This is an optimization exercise on Yosys and OpenROAD, whose aim is small area, not a production implementation.
In this exercise RTL edits were held to simulation tests only and were not proved equivalent to the original.
The flow treats the clock pin as an ideal source, which a real chip does not have.
Power is estimated from default activity; no workload was simulated.

==> flow/design.v (excerpt) <==
module fdc_mapper (
    input             clk,
    input             rst,           
    input             req_valid,
    output            req_ready,
    input      [7:0]  heads,
    input      [15:0] tracks,
    input      [15:0] spt,           
    input      [15:0] first_sector,
    input      [15:0] sector_size,
    input             interleaved,
    input             sides_swapped,
    input             reverse_side0,
    input             reverse_side1,
    input      [7:0]  track,
    input             side,
    input      [7:0]  sector,
    output reg        rsp_valid,
    output     [63:0] offset,
    output     [1:0]  err,           
    output            past_end       
);
For scale: ~390 cells after synthesis, about 130 flip-flops, about 170 I/O pins, about 0.0053 mm^2 of cells after synthesis.
Settings: LEC_CHECK=0, CAP_MARGIN=20, CORE_MARGIN=2, CORE_UTILIZATION=40, SLEW_MARGIN=20; clock period 25.0 ns.
standard.sh (not shown) runs the stock make flow with config.mk's settings and CLKGATE_MAP_FILE= SYNTH_SCRIPT=/design/flow/synth_recipe.tcl, a recipe that flattens the netlist after the stock synthesis.
==> flow/flow/run.sh <==
#!/bin/bash
# The standard layout, with the smallest plain buffer on the ports and a
# clock tree of small buffers without dummy loads; leaf buffers with a
# high clock slew are upsized after CTS.
set -euo pipefail
export BUFFER_PORTS_ARGS="-buffer_cell sky130_fd_sc_hd__buf_1"
export CTS_ARGS="-sink_clustering_enable -sink_clustering_size 20 -sink_clustering_max_diameter 120 -sink_clustering_levels 1 -repair_clock_nets -dont_use_dummy_load -root_buf sky130_fd_sc_hd__clkbuf_16 -buf_list sky130_fd_sc_hd__clkbuf_4"
export POST_CTS_TCL="$PWD/flow/post_cts.tcl"
bash standard.sh > standard.log 2>&1
==> flow/flow/post_cts.tcl <==
estimate_parasitics -placement
# slews are in ns
set up 0
foreach inst [get_cells -filter "ref_name == sky130_fd_sc_hd__clkbuf_4"] {
  set out [get_pins -of_objects $inst -filter "direction == output"]
  set worst 0
  foreach p [get_pins -of_objects [get_nets -of_objects $out] -filter "direction == input"] {
    foreach e {rise fall} {
      set s [get_property $p slew_max_$e]
      if {$s > $worst} { set worst $s }
    }
  }
  if {$worst > 0.095} {
    replace_cell $inst [lindex [get_lib_cells */sky130_fd_sc_hd__clkbuf_8] 0]
    incr up
  }
}
puts "post_cts: $up clock buffers upsized"
if {$up > 0} {
  detailed_placement
  check_placement -verbose
  estimate_parasitics -placement
}
Next try:
--- a/flow/flow/run.sh
+++ b/flow/flow/run.sh
@@ -7 +7 @@
-export CTS_ARGS="-sink_clustering_enable -sink_clustering_size 20 -sink_clustering_max_diameter 120 -sink_clustering_levels 1 -repair_clock_nets -dont_use_dummy_load -root_buf sky130_fd_sc_hd__clkbuf_16 -buf_list sky130_fd_sc_hd__clkbuf_4"
+export CTS_ARGS="-sink_clustering_enable -repair_clock_nets -dont_use_dummy_load -root_buf sky130_fd_sc_hd__clkbuf_16 -buf_list sky130_fd_sc_hd__clkbuf_4"
After rerunning: First-iteration DRC count does not change. Clock skew is unchanged. Cell count does not change. Hold slack does not change. Clock power is about the same. Worst setup slack does not change. Design area stays the same. Flip-flop and latch count does not change.

---

The RTL this note starts from:
==> flow/design.v <==
module fdc_mapper (
    input             clk,
    input             rst,           
    input             req_valid,
    output            req_ready,
    input      [7:0]  heads,
    input      [15:0] tracks,
    input      [15:0] spt,           
    input      [15:0] first_sector,
    input      [15:0] sector_size,
    input             interleaved,
    input             sides_swapped,
    input             reverse_side0,
    input             reverse_side1,
    input      [7:0]  track,
    input             side,
    input      [7:0]  sector,
    output reg        rsp_valid,
    output     [63:0] offset,
    output     [1:0]  err,           
    output            past_end       
);
    reg        busy;
    reg [2:0]  op;
    reg [5:0]  j;
    assign req_ready = ~busy;
    wire take = req_valid & ~busy;
    wire long_op = (op[1] & op[0]) | (op[2] & op[1]);    
    wire op_end  = long_op ? (j == 6'd40) : (j == 6'd24);
    wire first   = (j == 6'd0);
    wire ext     = (j > 6'd24);                           
    wire done    = busy & op_end & (op == 3'd7);
    always @(posedge clk) begin
        if (rst) begin
            busy      <= 1'b0;
            rsp_valid <= 1'b0;
        end else begin
            rsp_valid <= done;
            if (take)
                busy <= 1'b1;
            else if (done)
                busy <= 1'b0;
        end
        if (rst | ~busy | op_end)
            j <= 6'd0;
        else
            j <= j + 6'd1;
        if (rst | ~busy)
            op <= 3'd0;
        else if (op_end)
            op <= op + 3'd1;
    end
    reg [7:0]  H, TRK, D;
    reg [15:0] S, SS;
    reg        sp, rev, inter, below;
    wire       sp_in = side ^ sides_swapped;
    always @(posedge clk) begin
        if (~busy) begin
            H     <= heads;
            S     <= spt;
            SS    <= sector_size;
            TRK   <= track;
            D     <= sm[7:0];
            below <= ~cy[8] | (|first_sector[15:8]);
            sp    <= sp_in;
            rev   <= sp_in ? reverse_side1 : reverse_side0;
            inter <= interleaved;
        end
    end
    wire e1   = sp & ~(|H);
    wire ssnz = |SS;
    reg  qneg, sx;
    wire nneg = sx;
    reg [56:0] R;
    wire tap = R[16];
    wire sp0 = first & sp;
    wire rot = ~j[5] & ~j[4];                      
    wire op_tp = ~op[1] & ~op[0];                  
    wire op_xn = ~op[1] &  op[0];                  
    wire op_nq = (op == 3'd2);
    wire op_q  = (op == 3'd3);
    wire op_n  = (op == 3'd6);
    wire op_p  = (op == 3'd7);
    wire b = busy & (op_tp & (rev | first))
           | (op_xn & tap)
           | (op_nq & tt)
           | (op_q  & (ext ? sx : ~tap))
           | (op_n  & (ext ? sx : tap))
           | (op_p  & R[0] & ~e1 & ~below & ~nneg);
    wire tt  = rot & R[0];                         
    wire cin = ~busy
             | (op_tp & rev & tt)
             | (op_xn & (inter ? sp0 : sp & tt))
             | (op_nq & ~tap);
    wire        g_trk = b & op_tp;
    wire        g_h   = b & ((op_xn & inter) | op_nq);
    wire        g_one = b & op_xn & ~inter;
    wire        g_s   = b & (op_q | op_n);
    wire        g_ss  = b & op_p;
    wire [15:0] bm = ({16{g_trk}} & {8'd0, TRK})
                   | ({16{g_h}}   & {8'd0, H})
                   | {15'd0, g_one}
                   | ({16{g_s}}   & S)
                   | ({16{g_ss}}  & SS)
                   | ({16{~busy}} & {8'd0, ~first_sector[7:0]});
    wire        c_d = first & (op_q | op_n);
    wire [15:0] A = ({16{~first}} & R[56:41])
                  | ({16{c_d}} & {8'd0, D})
                  | ({16{~busy}} & {8'd0, sector});
    wire [16:0] cy;
    wire [15:0] sm;
    assign cy[0] = cin;
    genvar i;
    generate
        for (i = 0; i < 16; i = i + 1) begin : g_add
            assign sm[i]   = A[i] ^ bm[i] ^ cy[i];
            assign cy[i+1] = (A[i] & bm[i]) | (A[i] & cy[i]) | (bm[i] & cy[i]);
        end
    endgenerate
    wire [16:0] sum = {cy[16], sm};
    always @(posedge clk) begin
        R[56:16] <= {sum, R[40:17]};
        if (~busy)
            R[15:0] <= tracks;
        else if (op[2] & op[1] | rot)
            R[15:0] <= {(op[2] & op[1]) ? R[16] : R[0], R[15:1]};
        if ((op_q | op_n) & (j == 6'd24)) sx <= b;
        if (op_n & op_end) sx <= sum[0];
        if (op_q & op_end) qneg <= sum[0];
    end
    assign offset   = {7'd0, R[56:0]};
    assign err      = e1 ? 2'd1 : below ? 2'd2 : (nneg & ssnz) ? 2'd3 : 2'd0;
    assign past_end = ~e1 & ~below & ~qneg & ssnz;
endmodule
export LEC_CHECK = 0
export CAP_MARGIN = 20
export CORE_MARGIN = 2
export CORE_UTILIZATION = 40
export SLEW_MARGIN = 20
create_clock -name core_clock -period 25.0 [get_ports {clk}]
==> flow/flow/run.sh <==
#!/bin/bash
# The standard layout, with the smallest plain buffer on the ports, a
# clock tree of small buffers without dummy loads, and combinational cells
# at their smallest drive strength before repair_design.
set -euo pipefail
export BUFFER_PORTS_ARGS="-buffer_cell sky130_fd_sc_hd__buf_1"
export CTS_ARGS="-sink_clustering_enable -repair_clock_nets -dont_use_dummy_load -root_buf sky130_fd_sc_hd__clkbuf_16 -buf_list sky130_fd_sc_hd__clkbuf_4"
export PRE_RESIZE_TCL="$PWD/flow/downsize.tcl"
bash standard.sh > standard.log 2>&1
==> flow/flow/downsize.tcl <==
# Before repair_design: put every combinational cell that synthesis sized
# up at the smallest drive strength of its function; repair_design then
# fixes whatever slew or capacitance that leaves out of limits.
set skip {dfxtp edfxtp dfrtp dfstp dfxbp sdfxtp clkbuf clkinv clkdlybuf4s50 conb tapvpwrvgnd}
set n 0
foreach inst [[ord::get_db_block] getInsts] {
  set mname [[$inst getMaster] getName]
  if {![regexp {^sky130_fd_sc_hd__(.+)_([0-9]+)$} $mname -> base drv]} { continue }
  if {[lsearch -exact $skip $base] >= 0} { continue }
  if {$drv <= 1} { continue }
  foreach d {0 1} {
    if {$d >= $drv} { break }
    set cells [get_lib_cells -quiet */sky130_fd_sc_hd__${base}_$d]
    set ok [expr {[llength $cells] > 0}]
    foreach pat $::env(DONT_USE_CELLS) {
      if {[string match $pat sky130_fd_sc_hd__${base}_$d]} { set ok 0 }
    }
    if {$ok} {
      replace_cell [get_cells [$inst getName]] [lindex $cells 0]
      incr n
      break
    }
  }
}
puts "downsize: $n cells"
The first run passed the timing, DRC and antenna checks.
==> next run, changes <==
--- a/flow/flow/downsize.tcl
+++ b/flow/flow/downsize.tcl
@@ -13,7 +13,3 @@
     set cells [get_lib_cells -quiet */sky130_fd_sc_hd__${base}_$d]
-    set ok [expr {[llength $cells] > 0}]
-    foreach pat $::env(DONT_USE_CELLS) {
-      if {[string match $pat sky130_fd_sc_hd__${base}_$d]} { set ok 0 }
-    }
-    if {$ok} {
+    if {[llength $cells] > 0 && ![sta::is_dont_use [lindex $cells 0]]} {
       replace_cell [get_cells [$inst getName]] [lindex $cells 0]
Outcome: The changed run never finished: it broke off in 3_4_place_resized. Synthesized cell count is unchanged. Area after synthesis does not change.
==> next run, changes <==
==> flow/flow/run.sh (replaced) <==
#!/bin/bash
# The standard layout, with the smallest plain buffer on the ports and a
# clock tree of small buffers without dummy loads; leaf buffers with a
# high clock slew are upsized after CTS.
set -euo pipefail
export BUFFER_PORTS_ARGS="-buffer_cell sky130_fd_sc_hd__buf_1"
export CTS_ARGS="-sink_clustering_enable -repair_clock_nets -dont_use_dummy_load -root_buf sky130_fd_sc_hd__clkbuf_16 -buf_list sky130_fd_sc_hd__clkbuf_4"
export POST_CTS_TCL="$PWD/flow/post_cts.tcl"
bash standard.sh > standard.log 2>&1
==> flow/flow/post_cts.tcl (new file) <==
estimate_parasitics -placement
# slews are in ns
set up 0
foreach inst [get_cells -filter "ref_name == sky130_fd_sc_hd__clkbuf_4"] {
  set out [get_pins -of_objects $inst -filter "direction == output"]
  set worst 0
  foreach p [get_pins -of_objects [get_nets -of_objects $out] -filter "direction == input"] {
    foreach e {rise fall} {
      set s [get_property $p slew_max_$e]
      if {$s > $worst} { set worst $s }
    }
  }
  if {$worst > 0.095} {
    replace_cell $inst [lindex [get_lib_cells */sky130_fd_sc_hd__clkbuf_8] 0]
    incr up
  }
}
puts "post_cts: $up clock buffers upsized"
if {$up > 0} {
  detailed_placement
  check_placement -verbose
  estimate_parasitics -placement
}
removed: flow/flow/downsize.tcl
What happened: This time the run ran to the end with no violations; area after synthesis does not change; synthesized cell count is unchanged.
==> next run, changes <==
--- a/flow/flow/post_cts.tcl
+++ b/flow/flow/post_cts.tcl
@@ -1,3 +1,2 @@
 estimate_parasitics -placement
-# slews are in ns
 set up 0
@@ -12,3 +11,3 @@
   }
-  if {$worst > 0.095} {
+  if {$worst > 95e-12} {
     replace_cell $inst [lindex [get_lib_cells */sky130_fd_sc_hd__clkbuf_8] 0]
Outcome: Synthesized cell count is unchanged. Count of clock-buffer cells in the layout is unchanged. Core utilization went up by 0.57 points. Worst setup slack barely changes. Non-clock buffer count stays the same. Final cell count is unchanged. Power went up by 5.5%. Wire length went up by 0.60%. Sequential power is about the same. Area after synthesis does not change.

---

== job 8734 ==
Another version of the RTL of fdc_mapper (not shown whole).
Size: about 410 cells after synthesis, ~150 flip-flops, about 0.0057 sq mm of cells after synthesis.
clock: 25.0 ns
lec_check: 0
cap_margin: 20
core_margin: 2
core_utilization: 40
slew_margin: 20
==> flow/flow/run.sh <==
#!/bin/bash
# The standard layout, with the smallest plain buffer on the ports and a
# clock tree of small buffers without dummy loads.
set -euo pipefail
export BUFFER_PORTS_ARGS="-buffer_cell sky130_fd_sc_hd__buf_1"
export CTS_ARGS="-sink_clustering_enable -repair_clock_nets -dont_use_dummy_load -root_buf sky130_fd_sc_hd__clkbuf_8 -buf_list sky130_fd_sc_hd__clkbuf_4"
bash standard.sh > standard.log 2>&1
Job 8734 finished every stage and its layout cleared the timing, DRC and antenna checks.
Setup changes, job 8734 to job 2938
diff --git a/flow/flow/run.sh b/flow/flow/run.sh
--- a/flow/flow/run.sh
+++ b/flow/flow/run.sh
@@ -6 +6 @@
-export CTS_ARGS="-sink_clustering_enable -repair_clock_nets -dont_use_dummy_load -root_buf sky130_fd_sc_hd__clkbuf_8 -buf_list sky130_fd_sc_hd__clkbuf_4"
+export CTS_ARGS="-sink_clustering_enable -repair_clock_nets -dont_use_dummy_load -buf_list sky130_fd_sc_hd__clkbuf_4 -sink_buffer_max_cap_derate 0.5"
Findings:
On highest achievable clock rate, job 8734 loses to job 2938. Re antenna cell count: job 2938 is 1 up on job 8734. Diff job 8734 -> job 2938 | internal cell power | down slightly. Compared with job 8734, in job 2938 power per unit of standard cell area now sits lower, switching share of power now sits at about the same level, clock power essentially unchanged, power fell about 0.46%, total routed wirelength dropped 52 microns. The detailed-route wire length on metal 1 on job 8734 is in line with that on job 2938. Diff job 8734..job 2938 | non-clock buffering overhead in the final layout | negligible.

---

Another version of the RTL of fdc_mapper (not shown whole).
For scale: roughly 400 cells after synthesis, ~130 flip-flops, roughly 5500 um^2 of cells after synthesis.
export LEC_CHECK = 0
export CAP_MARGIN = 20
export CORE_MARGIN = 2
export CORE_UTILIZATION = 40
export SLEW_MARGIN = 20
create_clock -name core_clock -period 25.0 [get_ports {clk}]
==> flow/flow/run.sh <==
#!/bin/bash
# The standard layout, with the smallest plain buffer on the ports and a
# clock tree of small buffers without dummy loads.
set -euo pipefail
export BUFFER_PORTS_ARGS="-buffer_cell sky130_fd_sc_hd__buf_1"
export CTS_ARGS="-sink_clustering_enable -repair_clock_nets -dont_use_dummy_load -buf_list sky130_fd_sc_hd__clkbuf_8"
bash standard.sh > standard.log 2>&1
The baseline finished clean.
Change:
==> flow/flow/run.sh (replaced) <==
#!/bin/bash
# The standard layout, with the smallest plain buffer on the ports and a
# clock tree of small buffers without dummy loads.
set -euo pipefail
export BUFFER_PORTS_ARGS="-buffer_cell sky130_fd_sc_hd__buf_1"
export CTS_ARGS="-sink_clustering_enable -repair_clock_nets -dont_use_dummy_load -root_buf sky130_fd_sc_hd__clkbuf_16 -buf_list sky130_fd_sc_hd__clkbuf_4"
bash standard.sh > standard.log 2>&1
=> Design area falls by about 1.4%; total power falls by 5.4%; via count hardly moves; worst setup slack is worse by 0.067 ns.

separate check: timing with driven ports:
Ports are ideal in the flow. The routed layouts listed here were re-timed in OpenROAD.
Step 1, drivers: a clkbuf_16 drives clk and a buf_2 each remaining input, both assumed.
Step 2, shift: input delay + t, output delay - t, t = (earliest + latest rising clock arrival at the registers) / 2. This alone moves slack from input paths to output paths.
Three values: ideal, step 1, step 2; two values: the first two.
| run | t, ns | setup slack, ns | clock arrival spread, ns | cell pins on the clock port's net |
|---|---|---|---|---|
| the first run of note 1 | 0.390 | 14.845 / 14.862 / 14.472 | 0.027 / 0.027 | 1 |
| the second run of note 1 | 0.390 | 14.845 / 14.862 / 14.472 | 0.027 / 0.027 | 1 |
| the first run of note 2 | 0.386 | 14.815 / 14.831 / 14.444 | 0.046 / 0.047 | 1 |
| the third run of note 2 | 0.380 | 14.815 / 14.834 / 14.454 | 0.028 / 0.028 | 1 |
| the fourth run of note 2 | 0.395 | 14.816 / 14.833 / 14.438 | 0.024 / 0.024 | 1 |
| job 8734 | 0.450 | 16.901 / 16.910 / 16.460 | 0.034 / 0.034 | 1 |
| job 2938 | 0.567 | 17.013 / 17.024 / 16.458 | 0.035 / 0.035 | 1 |
| the first run of note 4 | 0.464 | 17.046 / 17.059 / 16.595 | 0.026 / 0.026 | 1 |
| the second run of note 4 | 0.391 | 16.980 / 16.996 / 16.605 | 0.037 / 0.037 | 1 |
After both steps every run listed still meets setup and hold. For job 2938, which loses most, drivers alone change the setup slack by +0.011 ns; drivers and shift together by -0.555 ns.
